This design comes from an exercise in tuning for small area on the open sky130 flow, not from production work.
In this exercise RTL edits were held to simulation tests only and were not proved equivalent to the original.
The clock port is modelled as an ideal driver, which makes a skipped or thinned clock tree look cheaper than it is; a real chip needs a root buffer or a tree.
Power is estimated from default activity; no workload was simulated.

==> flow/design.v <==
module ad57xx_ctrl (
    input  wire        clk,
    input  wire        rst,            
    input  wire        cfg_dual,       
    input  wire        cfg_readback,   
    input  wire        req_valid,
    output wire        req_ready,
    input  wire [3:0]  req_op,
    input  wire [1:0]  req_kind,
    input  wire [2:0]  req_sel,
    input  wire [2:0]  req_tag,
    input  wire [15:0] req_val,
    input  wire [2:0]  req_ch,
    input  wire        req_on,
    input  wire [15:0] req_value,
    input  wire [3:0]  req_cfg,
    input  wire [2:0]  req_range,
    input  wire [15:0] req_raw,
    output wire        rsp_valid,
    output wire [1:0]  rsp_result,
    output wire [2:0]  rsp_tag,
    output wire [23:0] rsp_data,
    output wire [7:0]  rsp_terr,
    output wire        tx_valid,
    output wire        tx_xfer,
    output wire [23:0] tx_frame,
    input  wire        tx_done,
    input  wire        tx_err,
    input  wire [7:0]  tx_ecode,
    input  wire [23:0] tx_rx
);
    localparam [3:0] S_IDLE = 4'b0000;   
    localparam [3:0] S_TXR  = 4'b0001;   
    localparam [3:0] S_TXX  = 4'b0011;   
    localparam [3:0] S_TXW  = 4'b0010;   
    localparam [3:0] S_TXRP = 4'b0101;   
    localparam [3:0] S_TXXP = 4'b0111;   
    localparam [3:0] S_ROK  = 4'b1000;   
    localparam [3:0] S_RINV = 4'b1001;   
    localparam [3:0] S_RERR = 4'b1010;   
    localparam [3:0] S_RENC = 4'b1100;   
    localparam [3:0] S_RDEC = 4'b1110;   
    reg [3:0]  state;
    reg        released;
    reg [3:0]  cfg_shadow;
    reg [15:0] pwr_shadow;   
    reg        pwr_set;      
    reg [1:0]  dk;
    reg [2:0]  ds;
    reg [15:0] dp;
    function legal_ch;
        input       dual;
        input [2:0] a;
        begin
            if (dual)
                legal_ch = (a == 3'd0) || (a == 3'd2) || (a == 3'd4);
            else
                legal_ch = (a <= 3'd4);
        end
    endfunction
    function [3:0] pumask;
        input       dual;
        input [2:0] a;
        begin
            if (a == 3'd4)
                pumask = dual ? 4'h5 : 4'hF;
            else
                pumask = 4'h1 << a;
        end
    endfunction
    function cmd_ok;
        input       dual;
        input [1:0] kind;
        input [2:0] sel;
        begin
            case (kind)
                2'd0, 2'd1: cmd_ok = legal_ch(dual, sel);
                2'd2:       cmd_ok = 1'b1;
                default:    cmd_ok = !sel[1];
            endcase
        end
    endfunction
    wire idle    = (state == S_IDLE);
    wire st_txr  = !state[3] && !state[1] && state[0];     
    wire xchg    = !state[3] && state[1] && state[0];      
    wire pw      = !state[3] && state[2];                  
    wire st_txw  = (state == S_TXW);
    wire in_tx   = !state[3] && (state[1:0] != 2'b00);
    wire rsp_st  = state[3];
    wire st_renc = (state == S_RENC);
    wire st_rdec = (state == S_RDEC);
    assign req_ready = idle;
    wire accept = req_valid && idle;
    wire [3:0] op = req_op;
    wire op_enc  = (op == 4'h0);
    wire op_wr   = (op == 4'h1);
    wire op_rd   = (op == 4'h2);
    wire op_pwr  = (op == 4'h3);
    wire op_dac  = (op == 4'h4);
    wire op_scfg = (op == 4'h5);
    wire op_gcfg = (op == 4'h6);
    wire op_rng  = (op == 4'h7);
    wire op_clr  = (op == 4'h8) || (op == 4'h9);
    wire op_dstr = (op == 4'hA);
    wire op_dec  = (op == 4'hB);
    wire uses_ch = op_pwr || op_dac || op_rng;
    wire fixed_cfg = op_scfg || op_gcfg;
    wire rb = cfg_readback;
    reg [1:0] n_dk;
    reg [2:0] n_ds;
    always @* begin
        n_dk = req_kind;
        n_ds = req_sel;
        if (uses_ch) begin
            n_dk = {op_pwr, op_rng};
            n_ds = req_ch;
        end
        if (fixed_cfg) begin
            n_dk = 2'd3;
            n_ds = 3'd1;
        end
        if (op_clr) begin
            n_dk = 2'd3;
            n_ds = {2'b10, op[0]};
        end
    end
    wire ch_ok  = legal_ch(cfg_dual, req_ch);
    wire cmd_v  = cmd_ok(cfg_dual, req_kind, req_sel);
    wire k_cfg  = (req_kind == 2'd3) && (req_sel == 3'd1);    
    reg  tag_v;
    always @* begin
        case (req_kind)
            2'd0: tag_v = (req_tag == 3'd1);
            2'd1: tag_v = (req_tag == 3'd2) && (req_val[15:3] == 13'd0) && !(req_val[2] && req_val[1]);
            2'd2: tag_v = (req_tag == 3'd3);
            default: tag_v = k_cfg ? ((req_tag == 3'd4) && (req_val[15:4] == 12'd0))
                                   : (req_tag == 3'd0);
        endcase
    end
    wire dec_err_in = (req_kind == 2'd3) && !k_cfg;
    wire invalid = ((op_enc || op_wr) && !(cmd_v && tag_v)) ||
                   ((op_rd || op_dec) && !cmd_v) ||
                   (uses_ch && !ch_ok) ||
                   (op_rng && req_range[2] && req_range[1]);
    reg [3:0] n_state;
    always @* begin
        n_state = S_TXW;
        if (op_enc) n_state = S_RENC;
        if (op_rd || (rb && op_gcfg)) n_state = S_TXR;
        if (rb && op_pwr) n_state = S_TXRP;
        if (op_gcfg && !rb) n_state = S_RDEC;
        if (op_dstr) n_state = S_ROK;
        if (op_dec) n_state = dec_err_in ? S_RERR : S_RDEC;
        if (invalid) n_state = S_RINV;
        if (released || op[3:2] == 2'b11) n_state = S_IDLE;
    end
    wire dk_cfg  = (dk == 2'd3) && (ds == 3'd1);
    wire rv_all  = !((req_kind == 2'd3) && !k_cfg);
    wire s_val  = idle && (op_enc || op_wr);
    wire s_vdc  = idle && op_dac;
    wire s_raw  = idle && op_dec;
    wire s_pwr  = idle && op_pwr && !rb;
    wire s_rx   = xchg && tx_done && !pw;
    wire s_rxp  = xchg && tx_done && pw;
    wire [2:0] m_ch = idle ? req_ch : ds;
    wire       m_on = idle ? req_on : dk[0];
    wire [3:0] m    = pumask(cfg_dual, m_ch);
    wire       m_en = s_pwr || s_rxp;
    wire       pset = s_pwr && pwr_set;
    wire dp_hold = !(idle || (xchg && tx_done));
    wire [15:0] k_val = {16{s_val && rv_all}};
    wire [15:0] k_raw = {16{s_raw}};
    wire [15:0] k_rx  = {16{s_rx}} |
                        {{12{s_rxp}}, {4{s_rxp}} & ~m};
    wire [15:0] k_pwr = {{12{pset}}, {4{pset}} & ~m};
    wire [15:0] n_dp = (k_val & req_val) |
                       ({16{s_vdc}} & req_value) |
                       (k_raw & req_raw) |
                       (k_pwr & pwr_shadow) |
                       (k_rx  & tx_rx[15:0]) |
                       ({12'd0, {4{idle && op_scfg}} & req_cfg}) |
                       ({12'd0, {4{idle && op_gcfg && !rb}} & cfg_shadow}) |
                       ({13'd0, {3{idle && op_rng}} & req_range}) |
                       ({12'd0, {4{m_en && m_on}} & m}) |
                       ({16{dp_hold}} & dp);
    wire [2:0] addr = (dk[1] && (!dk[0] || pw)) ? 3'd0 : ds;
    assign tx_valid = in_tx;
    assign tx_xfer  = xchg;
    assign tx_frame = {st_txr, 2'b00, dk[1] | xchg, (dk[0] && !pw) | xchg, addr & {3{!xchg}}, dp};
    wire tx_fail = tx_done && tx_err;
    assign rsp_valid  = rsp_st || tx_fail || (tx_done && st_txw);
    assign rsp_result = {(state == S_RERR) || tx_fail, (state == S_RINV) || tx_fail};
    assign rsp_tag    = {3{st_rdec}} & {dk[1] & dk[0], dk[1] ^ dk[0], !dk[0]};
    wire rd_fill = st_rdec && (dk == 2'd1) && dp[2] && dp[1];
    wire rd_hi   = st_renc || (st_rdec && !dk[0]);
    wire rd_3    = st_renc || (st_rdec && (dk != 2'd1));
    wire rd_lo   = st_renc || st_rdec;
    assign rsp_data   = {3'b000, {5{st_renc}} & {dk, addr},
                         ({12{rd_hi}} & dp[15:4]) | {12{rd_fill}},
                         (rd_3 & dp[3]) | rd_fill,
                         {2{rd_lo}} & dp[2:1],
                         (rd_lo & dp[0]) | rd_fill};
    assign rsp_terr   = {8{tx_fail}} & tx_ecode;
    always @(posedge clk) begin
        dp <= n_dp;
        if (idle) begin
            dk   <= {n_dk[1], (op_pwr && rb) ? req_on : n_dk[0]};
            ds   <= n_ds;
        end
        if (xchg && pw && tx_done)
            dk[0] <= 1'b0;
        if (rst) begin
            state      <= S_IDLE;
            released   <= 1'b0;
            cfg_shadow <= 4'b0100;
            pwr_set    <= 1'b0;
        end else begin
            if (accept) begin
                state <= n_state;
                if (op_dstr)
                    released <= 1'b1;
            end
            if (st_txr && tx_done)
                state <= tx_err ? S_IDLE : (state | 4'b0010);
            if (xchg && tx_done)
                state <= tx_err ? S_IDLE : pw ? S_TXW :
                         (dk == 2'd3 && !dk_cfg) ? S_RERR : S_RDEC;
            if (st_txw && tx_done) begin
                if (!tx_err) begin
                    if (dk_cfg)
                        cfg_shadow <= dp[3:0];
                    if (dk == 2'd2) begin
                        pwr_shadow <= dp;
                        pwr_set    <= 1'b1;
                    end
                end
                state <= S_IDLE;
            end
            if (rsp_st)
                state <= S_IDLE;
        end
    end
endmodule
Settings: LEC_CHECK=0, ABC_AREA=1, CAP_MARGIN=10, CORE_MARGIN=2, CORE_UTILIZATION=45, GPL_TIMING_DRIVEN=0, PLACE_DENSITY=0.65, SLEW_MARGIN=10; clock period 6.0 ns.
standard.sh (not shown) runs the stock make flow with config.mk's settings and CLKGATE_MAP_FILE= SYNTH_SCRIPT=/design/flow/synth_recipe.tcl, a recipe that flattens the netlist after the stock synthesis.
==> flow/flow/run.sh <==
#!/bin/bash
# The standard ORFS layout (standard.sh), with these changes:
#  - synthesis optimises the logic with ABC's &deepsyn and maps it with the
#    &nf area mapper, run twice (flow/synth.tcl, flow/area.abc); the
#    registers are the standard synthesis's;
#  - the port buffers, and the buffers synthesis puts on pass-through and
#    constant outputs, are single-drive buffers (sky130_fd_sc_hd__buf_1);
#  - clock tree synthesis inserts no dummy loads.
# make's output goes to standard_flow.log; ORFS keeps each step's log under orfs/logs.
set -euo pipefail
here=$(pwd)
export FLOW_WORK=$here
export FLOW_ABC_SCRIPT=$here/flow/area.abc
bash standard.sh SYNTH_SCRIPT=$here/flow/synth.tcl \
  MIN_BUF_CELL_AND_PORTS="sky130_fd_sc_hd__buf_1 A X" \
  BUFFER_PORTS_ARGS="-buffer_cell sky130_fd_sc_hd__buf_1" \
  CTS_ARGS="-sink_clustering_enable -repair_clock_nets -dont_use_dummy_load" \
  finish > standard_flow.log 2>&1
==> flow/flow/area.abc <==
strash
&get -n
&deepsyn -J 300 -T 900
&put
&get -n
&st
&dch -f
&nf -R 1000
&put
strash
&get -n
&st
&dch -f
&nf -R 1000
&put
==> flow/flow/synth.tcl <==
# The standard flow's synthesis (synth_recipe.tcl) with one change: Yosys's abc pass runs
# the area script flow/area.abc (ABC's &deepsyn, then the &nf mapper run twice)
# instead of ORFS's.
proc abc {args} {
  set i [lsearch -exact $args -script]
  if { $i >= 0 } {
    lset args [expr { $i + 1 }] $::env(FLOW_ABC_SCRIPT)
  }
  yosys abc {*}$args
}
source $::env(FLOW_WORK)/synth_recipe.tcl
Change:
--- a/flow/flow/run.sh
+++ b/flow/flow/run.sh
@@ -3,2 +3,2 @@
-#  - synthesis optimises the logic with ABC's &deepsyn and maps it with the
-#    &nf area mapper, run twice (flow/synth.tcl, flow/area.abc); the
+#  - synthesis maps the logic with each of flow/area*.abc (ABC's &deepsyn
+#    and &nf area mapper) and keeps the smallest (flow/synth.tcl); the
@@ -13 +13 @@
-export FLOW_ABC_SCRIPT=$here/flow/area.abc
+export FLOW_FLOW_DIR=$here/flow
==> flow/flow/area1.abc (new file) <==
strash
&get -n
&deepsyn -J 300 -T 900
&put
&get -n
&st
&dch -f
&nf -R 1000
&put
strash
&get -n
&st
&dch -f
&nf -R 1000
&put
==> flow/flow/area2.abc (new file) <==
strash
&get -n
&deepsyn -J 300 -T 900 -S 2
&put
&get -n
&st
&dch -f
&nf -R 1000
&put
strash
&get -n
&st
&dch -f
&nf -R 1000
&put
==> flow/flow/area3.abc (new file) <==
strash
&get -n
&deepsyn -J 300 -T 900
&put
&get -n
&st
&nf -R 1000
&put
strash
&get -n
&st
&dch -f
&nf -R 1000
&put
==> flow/flow/area4.abc (new file) <==
strash
&get -n
&st
&dch -f
&nf -R 1000
&put
strash
&get -n
&st
&dch -f
&nf -R 1000
&put
==> flow/flow/synth.tcl (replaced) <==
# The standard flow's synthesis (synth_recipe.tcl) with one change: Yosys's abc pass maps
# the logic with each area script flow/area*.abc in turn (ABC's &deepsyn
# and &nf area mapper) and keeps the smallest result.  The registers are
# mapped before abc, so they are the standard synthesis's.
proc abc {args} {
  set i [lsearch -exact $args -script]
  set j [lsearch -exact $args -liberty]
  if { $i < 0 || $j < 0 } {
    yosys abc {*}$args
    return
  }
  set lib [lindex $args [expr { $j + 1 }]]
  set scripts [lsort [glob $::env(FLOW_FLOW_DIR)/area*.abc]]
  set stat_file $::env(FLOW_WORK)/abc_area_stat.txt
  yosys design -save my_pre_abc
  set best_area ""
  set best_script ""
  foreach script $scripts {
    yosys design -load my_pre_abc
    lset args [expr { $i + 1 }] $script
    yosys abc {*}$args
    yosys tee -q -o $stat_file stat -liberty $lib
    set f [open $stat_file r]
    set text [read $f]
    close $f
    regexp {Chip area for module '[^']*': ([0-9.]+)} $text -> area
    puts "abc script [file tail $script]: area $area"
    if { $best_area eq "" || $area < $best_area } {
      set best_area $area
      set best_script $script
      yosys design -save my_best_abc
    }
  }
  puts "abc: keeping [file tail $best_script] (area $best_area)"
  yosys design -load my_best_abc
}
source $::env(FLOW_WORK)/synth_recipe.tcl
removed: flow/flow/area.abc
The changed run ran to the end with no violations.
Hold slack gains 0.0041 ns.
Total power came out higher by 1.5%.
Cell area goes down by about 0.6%.
Synthesized area drops by about 0.54%.
Routed wire length came out higher by about 1.2%.
Via count grows by about 3.4%.
Worst setup slack is worse by 0.012 ns.
First-iteration DRC count climbs by about 36%.
Cell count barely changes.
Change:
--- a/flow/flow/run.sh
+++ b/flow/flow/run.sh
@@ -6,3 +6,5 @@
-#  - the port buffers, and the buffers synthesis puts on pass-through and
-#    constant outputs, are single-drive buffers (sky130_fd_sc_hd__buf_1);
-#  - clock tree synthesis inserts no dummy loads.
+#  - synthesis puts no buffers on pass-through and constant outputs
+#    (SYNTH_INSBUF 0), and the port buffers are single-drive buffers
+#    (sky130_fd_sc_hd__buf_1);
+#  - clock tree synthesis inserts no dummy loads, and the clock port then
+#    drives the tree's leaf buffers directly (flow/post_cts.tcl).
@@ -15 +17 @@
-  MIN_BUF_CELL_AND_PORTS="sky130_fd_sc_hd__buf_1 A X" \
+  SYNTH_INSBUF=0 \
@@ -17,0 +20 @@
+  POST_CTS_TCL=$here/flow/post_cts.tcl \
==> flow/flow/post_cts.tcl (new file) <==
set block [ord::get_db_block]
set root [$block findInst clkbuf_0_clk]
if { $root != "NULL" } {
  set out [[$root findITerm X] getNet]
  set loads 0
  set all_bufs 1
  foreach it [$out getITerms] {
    if { [$it isInputSignal] } {
      incr loads
      if { ![string match sky130_fd_sc_hd__clkbuf_* [[[$it getInst] getMaster] getName]] } {
        set all_bufs 0
      }
    }
  }
  if { $loads <= 4 && $all_bufs } {
    puts "post_cts: removing clock root buffer [$root getName] ($loads leaf buffers)"
    remove_buffers [get_cells [$root getName]]
  } else {
    puts "post_cts: keeping clock root buffer [$root getName] ($loads loads)"
  }
}
- The new run went through all stages and came out clean
- total power falls by a few percent
- setup slack improves by 0.16 ns
- non-clock buffer count came out lower by 7
- core utilization drops by 0.21 points
- maximum frequency rises by a few percent
- sequential share of layout area rises by 0.30 points
- cell area falls slightly
- critical path depth grows by 2
- wire length rises slightly
Change:
--- a/flow/flow/run.sh
+++ b/flow/flow/run.sh
@@ -6,3 +6,2 @@
-#  - synthesis puts no buffers on pass-through and constant outputs
-#    (SYNTH_INSBUF 0), and the port buffers are single-drive buffers
-#    (sky130_fd_sc_hd__buf_1);
+#  - the port buffers, and the buffers synthesis puts on pass-through and
+#    constant outputs, are single-drive buffers (sky130_fd_sc_hd__buf_1);
@@ -17 +16 @@
-  SYNTH_INSBUF=0 \
+  MIN_BUF_CELL_AND_PORTS="sky130_fd_sc_hd__buf_1 A X" \
Settings changed: CAP_MARGIN 10 to 0, SLEW_MARGIN 10 to 0.
After rerunning: Worst hold slack gains 0.0068 ns. Wire length is lower by 1.0%. Non-clock buffer count is higher by 5. Synthesized cell count is higher by about 1.8%. Final cell count is higher by 0.87%.

[afterwards: timing with drivers on the ports]
No port has a modelled driver above. Below, the same layouts with a new extraction and two added sets of constraints. Step 1 sets driving cells, clkbuf_16 on the clock port and buf_2 on the other inputs (assumed; they add their load-dependent delay and slew). Step 2, shift: input delay + t, output delay - t, t = (earliest + latest rising clock arrival at the registers) / 2. This alone moves slack from input paths to output paths. Three values: ideal ports, drivers, drivers and shift; two values: the first two.
| run | t (ns) | setup WS [ns] | worst hold slack (ns) | clock arrival spread, ns |
|---|---|---|---|---|
| the first run | 0.325 | 2.056 / 2.062 / 1.737 | 0.480 / 0.480 / 0.480 | 0.021 / 0.021 |
| the second run | 0.327 | 2.044 / 2.051 / 1.725 | 0.484 / 0.484 / 0.484 | 0.029 / 0.029 |
| the third run | 0.199 | 2.199 / 2.226 / 2.028 | 0.475 / 0.475 / 0.475 | 0.023 / 0.023 |
| the fourth run | 0.195 | 1.891 / 1.923 / 1.729 | 0.482 / 0.482 / 0.482 | 0.031 / 0.031 |
After both steps setup and hold are still met in every run listed.
